From an optimization exercise on the open Yosys and OpenROAD flow, aimed at small area, a short achievable clock period and few clock cycles; shortcuts taken in it are not production practice.
The RTL was checked by simulation tests, not by an equivalence proof against the original design.
Power figures rest on the tool's default switching activity, not on a simulated workload.

## tcam_ib8
module tcam_ib8 (
    input              clk,
    input              rst,             
    input              req_valid,
    output             req_ready,
    input      [2:0]   req_op,
    input      [2:0]   req_addr,
    input      [143:0] req_data,        
    input      [143:0] req_mask,        
    input      [31:0]  req_ad,          
    output reg         resp_valid,
    output reg         resp_hit,
    output reg [2:0]   resp_index,
    output reg [31:0]  resp_ad,
    output reg [143:0] resp_data,
    output reg [143:0] resp_mask,
    output reg         resp_entry_valid
);
For scale: ~7800 cells after synthesis, about 660 I/O pins, roughly 130000 sq um of cells after synthesis.
Settings: LEC_CHECK=0, ABC_CLOCK_PERIOD_IN_PS=3000, CAP_MARGIN=20, CORE_MARGIN=2, CORE_UTILIZATION=45, CTS_CLUSTER_DIAMETER=100, CTS_CLUSTER_SIZE=22, PLACE_DENSITY=0.55, SLEW_MARGIN=20; clock period 10.0 ns.
standard.sh (not shown) runs the stock make flow with config.mk's settings and CLKGATE_MAP_FILE= SYNTH_SCRIPT=/design/flow/synth_recipe.tcl, a recipe that flattens the netlist after the stock synthesis.
==> flow/flow/run.sh <==
#!/bin/bash
# Layout flow: the standard ORFS flow (standard.sh, unchanged synthesis,
# floorplan, power grid, placement, CTS and routing), with
#  - small buffers on the ports instead of the delay cells buffer_ports picks.
# The SDC, clock period and I/O constraints are the standard flow's, unchanged.
set -euo pipefail
cd "$(dirname "$0")/.."
export SETUP_SLACK_MARGIN=6.5
export BUFFER_PORTS_ARGS="-buffer_cell sky130_fd_sc_hd__buf_2"
bash standard.sh finish > standard_flow.log 2>&1
Testbench counts at the start, summed over its fixed seeds: cycles 16,024.
Rerun with:
--- a/flow/flow/run.sh
+++ b/flow/flow/run.sh
@@ -8 +8 @@
-export SETUP_SLACK_MARGIN=6.5
+export SETUP_SLACK_MARGIN=6.8
- worst setup slack improves by 6.9 ps
- wire length climbs slightly
- first-iteration DRC count rises by a few percent
- non-clock buffer count goes up by 12
- cell area came out higher slightly
- total power went up slightly
- core utilization increases by 0.57 points
- global-route usage went up by 0.12 points

Setup of main:
Another version of the RTL of tcam_ib8 (not shown whole).
Size in the first run: about 3400 flip-flops, roughly 660 I/O pins.
export LEC_CHECK = 0
export ABC_CLOCK_PERIOD_IN_PS = 3000
export CAP_MARGIN = 20
export CORE_MARGIN = 2
export CORE_UTILIZATION = 40
export CTS_CLUSTER_DIAMETER = 100
export CTS_CLUSTER_SIZE = 22
export PLACE_DENSITY = 0.5
export SLEW_MARGIN = 20
create_clock -name core_clock -period 10.0 [get_ports {clk}]
==> flow/flow/run.sh <==
#!/bin/bash
# Layout flow: the standard ORFS flow (standard.sh, unchanged synthesis,
# floorplan, power grid, placement, CTS and routing), with
#  - small buffers on the ports instead of the delay cells buffer_ports picks.
# The SDC, clock period and I/O constraints are the standard flow's, unchanged.
set -euo pipefail
cd "$(dirname "$0")/.."
export SETUP_SLACK_MARGIN=6.4
export BUFFER_PORTS_ARGS="-buffer_cell sky130_fd_sc_hd__buf_2"
bash standard.sh finish > standard_flow.log 2>&1
Testbench counts of main, summed over its fixed seeds: cycles 16,024.
The following lists how the feature branch was set up differently from main:
--- a/flow/flow/run.sh
+++ b/flow/flow/run.sh
@@ -6,5 +6,5 @@
 set -euo pipefail
 cd "$(dirname "$0")/.."
-export SETUP_SLACK_MARGIN=6.4
+export SETUP_SLACK_MARGIN=6.6
 export BUFFER_PORTS_ARGS="-buffer_cell sky130_fd_sc_hd__buf_2"
 bash standard.sh finish > standard_flow.log 2>&1
--- a/flow/config.mk
+++ b/flow/config.mk
@@ -9,7 +9,7 @@
 export CAP_MARGIN = 20
 export CORE_MARGIN = 2
-export CORE_UTILIZATION = 40
+export CORE_UTILIZATION = 45
 export CTS_CLUSTER_DIAMETER = 100
 export CTS_CLUSTER_SIZE = 22
-export PLACE_DENSITY = 0.5
+export PLACE_DENSITY = 0.55
 export SLEW_MARGIN = 20
## What came out
The feature branch has completed all stages; timing, DRC and antenna checks passed.
The feature branch ends up with a maximum frequency that is 5.1% higher than in main.
The feature branch vs main: non-clock buffer count down
The feature branch ends up with lower post-route minimum period than main does.
The feature branch ended up with a lower number of antenna violations at the first check in global routing than main did.
Data arrival time of the worst path (higher): main

-- re-timing with driven ports --
The results above use ideal ports. As a check the final layouts listed here were re-extracted and re-timed, cells and wires unchanged.
Step 1, drivers: a clkbuf_16 drives clk and a buf_2 each remaining input, both assumed.
Step 2, shift: input delay + t, output delay - t, t = (earliest + latest rising clock arrival at the registers) / 2. This alone moves slack from input paths to output paths.
a / b / c = no drivers / after step 1 / after step 2; a / b = the first two.
run	shift t [ns]	setup WS [ns]	worst data-port slew with drivers (ns)
the first run of note 1	1.012	6.480 / 6.374 / 5.792	0.16
the second run of note 1	1.011	6.487 / 6.378 / 5.966	0.14
main	1.021	6.324 / 6.324 / 5.739	0.12
the feature branch	1.012	6.503 / 6.389 / 5.690	0.13
After both steps every run listed still meets setup and hold. For the feature branch, which loses most, drivers alone change the setup slack by -0.114 ns; drivers and shift together by -0.813 ns.
